This design comes from an exercise in tuning for small area and a short achievable clock period on the open sky130 flow, not from production work. The RTL was checked by simulation tests, not by an equivalence proof against the original design. No activity file was given, so power comes from the tool's default toggle rates.

===== flow/config.mk =====
export PLATFORM = sky130hd
export DESIGN_NAME = amaf_core
export DESIGN_NICKNAME = amaf_core
export VERILOG_FILES = /design/flow/design.v
export SDC_FILE = /design/flow/constraint.sdc
export NUM_CORES = 4
export LEC_CHECK = 0
export CAP_MARGIN = 20
export CORE_MARGIN = 2
export CORE_UTILIZATION = 40
export CTS_BUF_LIST = sky130_fd_sc_hd__clkbuf_8
export PLACE_DENSITY = 0.75
export SLEW_MARGIN = 20
export SYNTH_HIERARCHICAL = 1

===== flow/constraint.sdc =====
create_clock -name core_clock -period 20.0 [get_ports {clk}]
set_input_delay 4.0000 -clock core_clock [delete_from_list [all_inputs] [get_ports {clk}]]
set_output_delay 4.0000 -clock core_clock [all_outputs]
set_load 0.01 [all_outputs]

===== flow/design.v =====
module amaf_core (
    input  wire        clk,
    input  wire        rst,
    input  wire        s_valid,
    input  wire [15:0] s_data,
    output wire        s_ready,
    output wire [15:0] cv_avg,
    input  wire [15:0] cv_mv,
    output wire        o_valid,
    output wire [69:0] o_data
);
    localparam integer N  = 128;
    localparam integer DW = 12;
    reg        [DW-1:0] dif [0:N-1];   
    reg signed [15:0]   last_raw;      
    reg signed [15:0]   ev;            
    reg signed [15:0]   avg;           
    reg        [6:0]    sum_lo;        
    reg        [6:0]    cnt;           
    reg                 wrapped;       
    reg                 err_sticky;
    reg               o_valid_r;
    reg signed [15:0] o_mv;
    reg        [5:0]  o_step;
    reg               o_act;
    reg               o_chg;
    reg               o_err;
    reg        [1:0]  o_path;
    wire primed = |o_path;
    wire tick   = s_valid && !rst;
    wire signed [15:0] raw = s_data;
    wire signed [22:0] sum = {avg, sum_lo};
    wire signed [16:0] hi       = avg + 17'sd1000;
    wire signed [16:0] lo       = avg - 17'sd1000;
    wire signed [22:0] sum_rest = sum - ev;
    wire        [6:0]  top_dn   = sum_rest[22:16] - 7'd1;
    wire        [6:0]  top_up   = sum_rest[22:16] + 7'd1;
    wire               slope;
    wire               fill     = !primed || slope;
    wire        [1:0]  path     = !primed ? 2'd1 : (slope ? 2'd2 : 2'd3);
    wire signed [22:0] sum_next;
    amaf_slide u_slide (
        .raw(raw), .hi(hi), .lo(lo), .rest_lo(sum_rest[15:0]),
        .top(sum_rest[22:16]), .top_dn(top_dn), .top_up(top_up), .primed(primed),
        .slope(slope), .sum_next(sum_next)
    );
    wire signed [15:0] avg_next = sum_next[22:7];
    assign cv_avg = avg_next;
    wire signed [15:0] d126      = {{(16-DW){dif[N-2][DW-1]}}, dif[N-2]};
    wire               wrapped_n = wrapped || (cnt == N - 1);
    wire signed [15:0] ev_next   = wrapped_n ? ev + d126 : ev;
    wire        [15:0] d_new     = raw - last_raw;
    wire signed [15:0] mv     = cv_mv;
    wire               err_lo = mv < -16'sd41;
    wire               err_hi = mv > 16'sd5021;
    wire               err    = err_lo || err_hi;
    reg         [5:0]  tq;
    reg         [6:0]  tr;
    always @(*) begin
        case (mv[12:8])
            5'd0: begin tq = 6'd0; tr = 7'd41; end
            5'd1: begin tq = 6'd3; tr = 7'd48; end
            5'd2: begin tq = 6'd6; tr = 7'd55; end
            5'd3: begin tq = 6'd9; tr = 7'd62; end
            5'd4: begin tq = 6'd12; tr = 7'd69; end
            5'd5: begin tq = 6'd15; tr = 7'd76; end
            5'd6: begin tq = 6'd19; tr = 7'd0; end
            5'd7: begin tq = 6'd22; tr = 7'd7; end
            5'd8: begin tq = 6'd25; tr = 7'd14; end
            5'd9: begin tq = 6'd28; tr = 7'd21; end
            5'd10: begin tq = 6'd31; tr = 7'd28; end
            5'd11: begin tq = 6'd34; tr = 7'd35; end
            5'd12: begin tq = 6'd37; tr = 7'd42; end
            5'd13: begin tq = 6'd40; tr = 7'd49; end
            5'd14: begin tq = 6'd43; tr = 7'd56; end
            5'd15: begin tq = 6'd46; tr = 7'd63; end
            5'd16: begin tq = 6'd49; tr = 7'd70; end
            5'd17: begin tq = 6'd52; tr = 7'd77; end
            5'd18: begin tq = 6'd56; tr = 7'd1; end
            5'd19: begin tq = 6'd59; tr = 7'd8; end
            5'd31: begin tq = 6'd61; tr = 7'd34; end
            default: begin tq = 6'd0; tr = 7'd0; end
        endcase
    end
    wire        [8:0]  s      = tr + mv[7:0];
    wire        [5:0]  q      = tq + (s >= 9'd83  ? 6'd1 : 6'd0) + (s >= 9'd166 ? 6'd1 : 6'd0)
                                   + (s >= 9'd249 ? 6'd1 : 6'd0) + (s >= 9'd332 ? 6'd1 : 6'd0);
    wire               mid    = (s >= 9'd21  && s <= 9'd61)  || (s >= 9'd104 && s <= 9'd144) ||
                                (s >= 9'd187 && s <= 9'd227) || (s >= 9'd270 && s <= 9'd310);
    wire        [5:0]  idx    = err_lo ? 6'd0 : (err_hi ? 6'd60 : q);
    wire               act    = err || !mid;
    wire               chg    = !primed || (idx != o_step);
    integer i;
    always @(posedge clk) begin
        if (tick) begin
            for (i = N - 1; i > 0; i = i - 1)
                dif[i] <= dif[i-1];
            dif[0] <= d_new[DW-1:0];
        end
    end
    always @(posedge clk) begin
        if (tick) begin
            last_raw  <= raw;
            ev        <= fill ? raw : ev_next;
            sum_lo    <= sum_next[6:0];
            cnt       <= fill ? 7'd0 : cnt + 7'd1;
            wrapped   <= fill ? 1'b0 : wrapped_n;
        end
    end
    always @(posedge clk) begin
        if (rst) begin
            avg        <= 16'sd0;
            err_sticky <= 1'b0;
            o_valid_r  <= 1'b0;
            o_mv       <= 16'sd0;
            o_step     <= 6'd0;
            o_act      <= 1'b0;
            o_chg      <= 1'b0;
            o_err      <= 1'b0;
            o_path     <= 2'd0;
        end else if (tick) begin
            avg        <= avg_next;
            err_sticky <= err_sticky || err;
            o_valid_r  <= 1'b1;
            o_mv       <= mv;
            o_step     <= idx;
            o_act      <= act;
            o_chg      <= chg;
            o_err      <= err;
            o_path     <= path;
        end else begin
            o_valid_r  <= 1'b0;
        end
    end
    wire [8:0]  o_x5  = {1'b0, o_step, 2'd0} + {3'd0, o_step};    
    wire [7:0]  o_x3  = {1'b0, o_step, 1'b0} + {2'd0, o_step};    
    wire [12:0] o_x83 = {o_x5, 4'd0} + {5'd0, o_x3};              
    wire [15:0] o_rep = {3'd0, o_x83};
    wire [3:0]  o_mag = !o_act ? 4'd0 : (o_step < 6'd10 ? o_step[3:0] : 4'd10);
    wire [5:0]  o_ind = {o_step[5:1], o_step[0] | (primed && o_step[5:1] == 5'd0)};
    assign s_ready = 1'b1;
    assign o_valid = o_valid_r;
    assign o_data  = {err_sticky, o_path, o_err, o_chg, o_act, o_mag,
                      o_ind, o_step, o_rep, o_mv, avg};
endmodule
module amaf_slide (
    input  wire signed [15:0] raw,
    input  wire signed [16:0] hi,
    input  wire signed [16:0] lo,
    input  wire        [15:0] rest_lo,
    input  wire        [6:0]  top,
    input  wire        [6:0]  top_dn,
    input  wire        [6:0]  top_up,
    input  wire               primed,
    output wire               slope,
    output wire signed [22:0] sum_next
);
    wire        [16:0] low       = {1'b0, rest_lo} + {1'b0, raw};
    wire        [6:0]  top_c0    = raw[15] ? top_dn : top;
    wire        [6:0]  top_c1    = raw[15] ? top : top_up;
    wire        [6:0]  top_sel   = low[16] ? top_c1 : top_c0;
    wire signed [22:0] sum_slide = {top_sel, low[15:0]};
    wire signed [22:0] raw_x128  = {raw, 7'd0};
    assign slope    = (raw > hi) || (raw < lo);
    assign sum_next = (!primed || slope) ? raw_x128 : sum_slide;
endmodule

===== flow/flow/run.sh =====
#!/bin/bash
# Standard ORFS layout with a tighter internal repair target, plain small
# port buffers and a leaner clock tree. The SDC (period, I/O delays, loads)
# is the standard flow's, unchanged.
set -euo pipefail
bash standard.sh synth > synth.log 2>&1
bash standard.sh \
  REMOVE_ABC_BUFFERS=1 \
  SETUP_SLACK_MARGIN=10.5 \
  "BUFFER_PORTS_ARGS=-buffer_cell sky130_fd_sc_hd__buf_1" \
  "CTS_ARGS=-sink_clustering_enable -repair_clock_nets -dont_use_dummy_load -buf_list sky130_fd_sc_hd__clkbuf_8 -sink_clustering_size 18 -sink_clustering_max_diameter 90" \
  finish > layout.log 2>&1

===== flow/standard.sh =====
#!/bin/bash
# synth_recipe.tcl (not shown) runs the flow's synth.tcl, then flattens the netlist and writes it again
# the make line also repeats each setting of config.mk as NAME=value (left out here)
make -C /OpenROAD-flow-scripts/flow DESIGN_CONFIG=/design/flow/config.mk WORK_HOME=/design/flow/orfs CLKGATE_MAP_FILE= SYNTH_SCRIPT=/design/flow/synth_recipe.tcl "${@:-finish}"

==> results.cfg <==
[sta]
rsz0062_at_grt = yes
hold_viol_final = 0
tightest_slew_ps = 1140
clock-skew-final_ps = 93.7
min_period_ps = 10300
final_max_slew_viol_count = 0
fin_crit_sh_pct = 51.5
maxSlewHeadroom_pct = 24.0
setup_violations = 0
fmax_mhz = 97.1
fin_setup_tns_ps = 0

[synthesis]
synth-async-reset-ratio_pct = 0
seq_area_frac_synth_pct = 85.1
synth.top_cell.area_share_pct = 83.5
synth_seq_cells = 1612
ys.warnings.count = 9
synth_top_cell_by_area = edfxtp_1
ys_types = 89
synthTopCellsByArea = edfxtp_1 (84%), ha_1 (3.0%), dfxtp_1 (1.6%)
synth_edf_count = 1567
synthFlopType = edfxtp_1
netlist_area_mm2 = 0.0563
syn_inst = 2842
postSynthAreaPerCell_um2 = 19.8

[routing]
drt_pre_antenna_iters = 5
vias_per_cell = 4.81
vias = 23710
antenna_left = 0
drt_iter0_drc = 2099
wl_per_cell_um = 16.4
totalWireLength_mm = 81.1
drc = 0

[pwr]
power_switching_mw = 1.29
vdd_drop_max_v = 0.0000500
powerDensity_mw_per_mm2 = 94.2
cellInternalPower_mw = 4.52
clkPwrFrac_pct = 23.3
comb_power_share_pct = 9.6
swShare_pct = 22.3
power.share.sequential_pct = 67.2
leakage_nw = 20.7

[setup_path]
timing.rr.start = avg[3]$_SDFFE_PP0P_
rr_worst_depth = 19
worstPathArrival_ps = 6300
reg2reg_slack_ps = 15130
cp-start-kind = primary input
endpoint_kind = primary output
cp.required_ps = 16000
r2r_end = ev[14]$_DFFE_PP_
crit_type = primary input to primary output
cp_max_fo = 5

[cells_and_area]
drive_gt1_share_pct = 9.95
syn_to_final_growth_pct = 9.53
fin_util_pct = 44.2
final_nets = 3241
fillers = 11602

[floorplanning]
die_y_um = 379
die_w_um = 379
dieArea_mm2 = 0.144
start_util_pct = 40.3
core_mm2 = 0.140
io_pins = 123
rows = 137

[clocking]
insertion_delay_ps = 810
cts_made_buffers = 102
clock_sinks = 1612
cts_buffer_depth = 3
clkSlewWorstSetupHoldPaths_ps = 100
root_buffer = clkbuf_8
cts_tree = done
htree_levels = 3

[min_path]
whs_endpoint = dif[32][5]$_DFFE_PP_
hold_start = dif[31][5]$_DFFE_PP_
whs_path_depth = 0
hold_path.class = flip-flop to flip-flop

[placed_design]
port_buffers = 118
gp_congestion = 0.832
dp_hpwl_mm = 43.5

[global_routing]
grt-ovfl-total = 0
antenna_found_initial = 2
track_usage_pct = 11.0
grt_first_pass_wirelength_mm = 125
grt_pass1_vias = 22199
grt_start_max_net_pins = 206

[flow_run]
drv_cap = 0

[outcome]
outcome = no timing/DRC/antenna violations
stage by stage:
step | instances | hold slack (ps) | power [mW] | cell area [µm²] | setup WS [ps]
6_report | 4934 | 348 | 5.81 | 61700 | 9700
4_1_cts | 4918 | 339 | 5.87 | 61400 | 9750
5_1_grt | 4934 | 346 | 6.07 | 61700 | 9630
3_3_place_gp | 4788 | 401 | 4.43 | 58900 | 8870
2_1_floorplan | 2773 | 400 | 4.50 | 55900 | -15820
3_5_place_dp | 4788 | 405 | 4.44 | 58900 | 8850
cells in the mapped netlist (all sizes together) (18+ instances only):
library cell,number
a21o,26
a21oi,82
buf,47
clkbuf,24
dfxtp,45
edfxtp,1567
ha,136
inv,125
mux2i,46
nand2,113
nand2b,26
nand3,24
nor2,134
nor2b,19
nor3,24
o21a,18
o21ai,82
xnor2,57
xor2,46
layer usage:
layer / GRT usage (%) / vias up / part of all wire (%)
met5: 0 / - / 0
met4: 3.32 / 0 / 2.6
met3: 2.47 / 153 / 5.2
met2: 15.2 / 442 / 42
met1: 17.2 / 11966 / 50
li1: - / 11149 / -
layout by cell type, fill, tap and decap left out, types with 42 or more instances in the layout:
cell,synthesis,final
clkbuf_8,0,102
xor2_1,44,43
nor2_1,134,132
edfxtp_1,1567,1567
nand2_1,113,102
ha_1,136,118
mux2i_1,46,46
xnor2_1,56,56
o21ai_0,70,66
buf_4,30,42
buf_1,7,81
a21oi_1,79,74
inv_1,125,123
dfxtp_1,45,45
cells by family after synthesis:
group	after synthesis	share of synthesized area (%)
other cells	2	0.0133
simple gates	399	3.38
fa+ha+maj	148	3.45
flops	1612	85.1
mux	48	0.857
xor+xnor	103	1.66
compound gates	334	3.95
buf+inv	196	1.56
critical path: stages:
cell and delay (ps):
buf_8 100, buf_12 130, ha_4 260, nand4_1 140, nor3_2 240, nor4b_4 230
a211oi_2 120, a211o_4 340, buf_12 150, buf_16 140, o31ai_4 250, clkbuf_2 180
layout make-up:
type	instances	area, µm²	area share (%)
diodes	2	5.00	0.00811
inverters	125	477	0.773
well taps	1876	2350	3.80
clock buffers	102	1400	2.28
flip-flops and latches	1612	48000	77.7
multi-input cells	1036	8100	13.1
repair buffers	181	1410	2.29
worst max path at each step:
stage / start / endpoint / slack [ps] / cells after the start
floorplan: rst / cnt[0]$_SDFFCE_PP0P_ / -15820 / 2
CTS: s_data[13] / cv_avg[14] / 9750 / 9
global placement: s_data[6] / cv_avg[14] / 8870 / 11
detailed placement: s_data[1] / cv_avg[14] / 8850 / 11
finish: s_data[15] / cv_avg[15] / 9700 / 12
global route: s_data[15] / cv_avg[14] / 9630 / 13
Yosys stat by module, one instance, submodules excluded:
module / cells / times used / flip-flops and latches / area [µm²]
amaf_slide: 315 / 1 / 0 / 2130
amaf_core: 2527 / 1 / 1612 / 54200
power by group through the flow:
| stage | registers, mW | clock network [mW] | logic [mW] |
|---|---|---|---|
| floorplan | 4.16 | 0 | 0.338 |
| global placement | 3.98 | 0 | 0.457 |
| detailed placement | 3.98 | 0 | 0.467 |
| CTS | 3.91 | 1.43 | 0.527 |
| global route | 3.92 | 1.54 | 0.610 |
| finish | 3.90 | 1.35 | 0.555 |
flip-flops by register name (all words and copies together), names as in the netlist, 2 cells and up:
signal	cells
dif	1524
avg	16
ev	16
o_mv	16
last_raw	12
cnt	7
sum_lo	7
o_step	6
o_path	2
repair_timing:
action | in CTS | in global routing
setup endpoints to repair | 16 | 17
setup buffers | 22 | 13
hold buffers | 0 | 0
gates cloned | 6 | 0
pin swaps | 30 | 19
resized for setup | 167 | 42

==> what the ideal ports hide <==
Ports are ideal in the flow. The routed layout listed here was re-timed in OpenROAD.
Step 1 sets driving cells, clkbuf_16 on the clock port and buf_2 on the other inputs (assumed; they add their load-dependent delay and slew).
Step 2, shift: input delay + t, output delay - t, t = (earliest + latest rising clock arrival at the registers) / 2. This alone moves slack from input paths to output paths.
Slacks: no drivers / after step 1 / after step 2; pairs: no drivers / after step 1.
t, ns: 0.798
setup slack, ns: 9.702 / 9.663 / 9.663
latest minus earliest clock arrival (ns): 0.147 / 0.147
worst data-port slew with drivers (ns): 0.10
After both steps this run still meets setup and hold. The setup slack of this run moves by -0.039 ns with the drivers and by -0.039 ns with both steps.
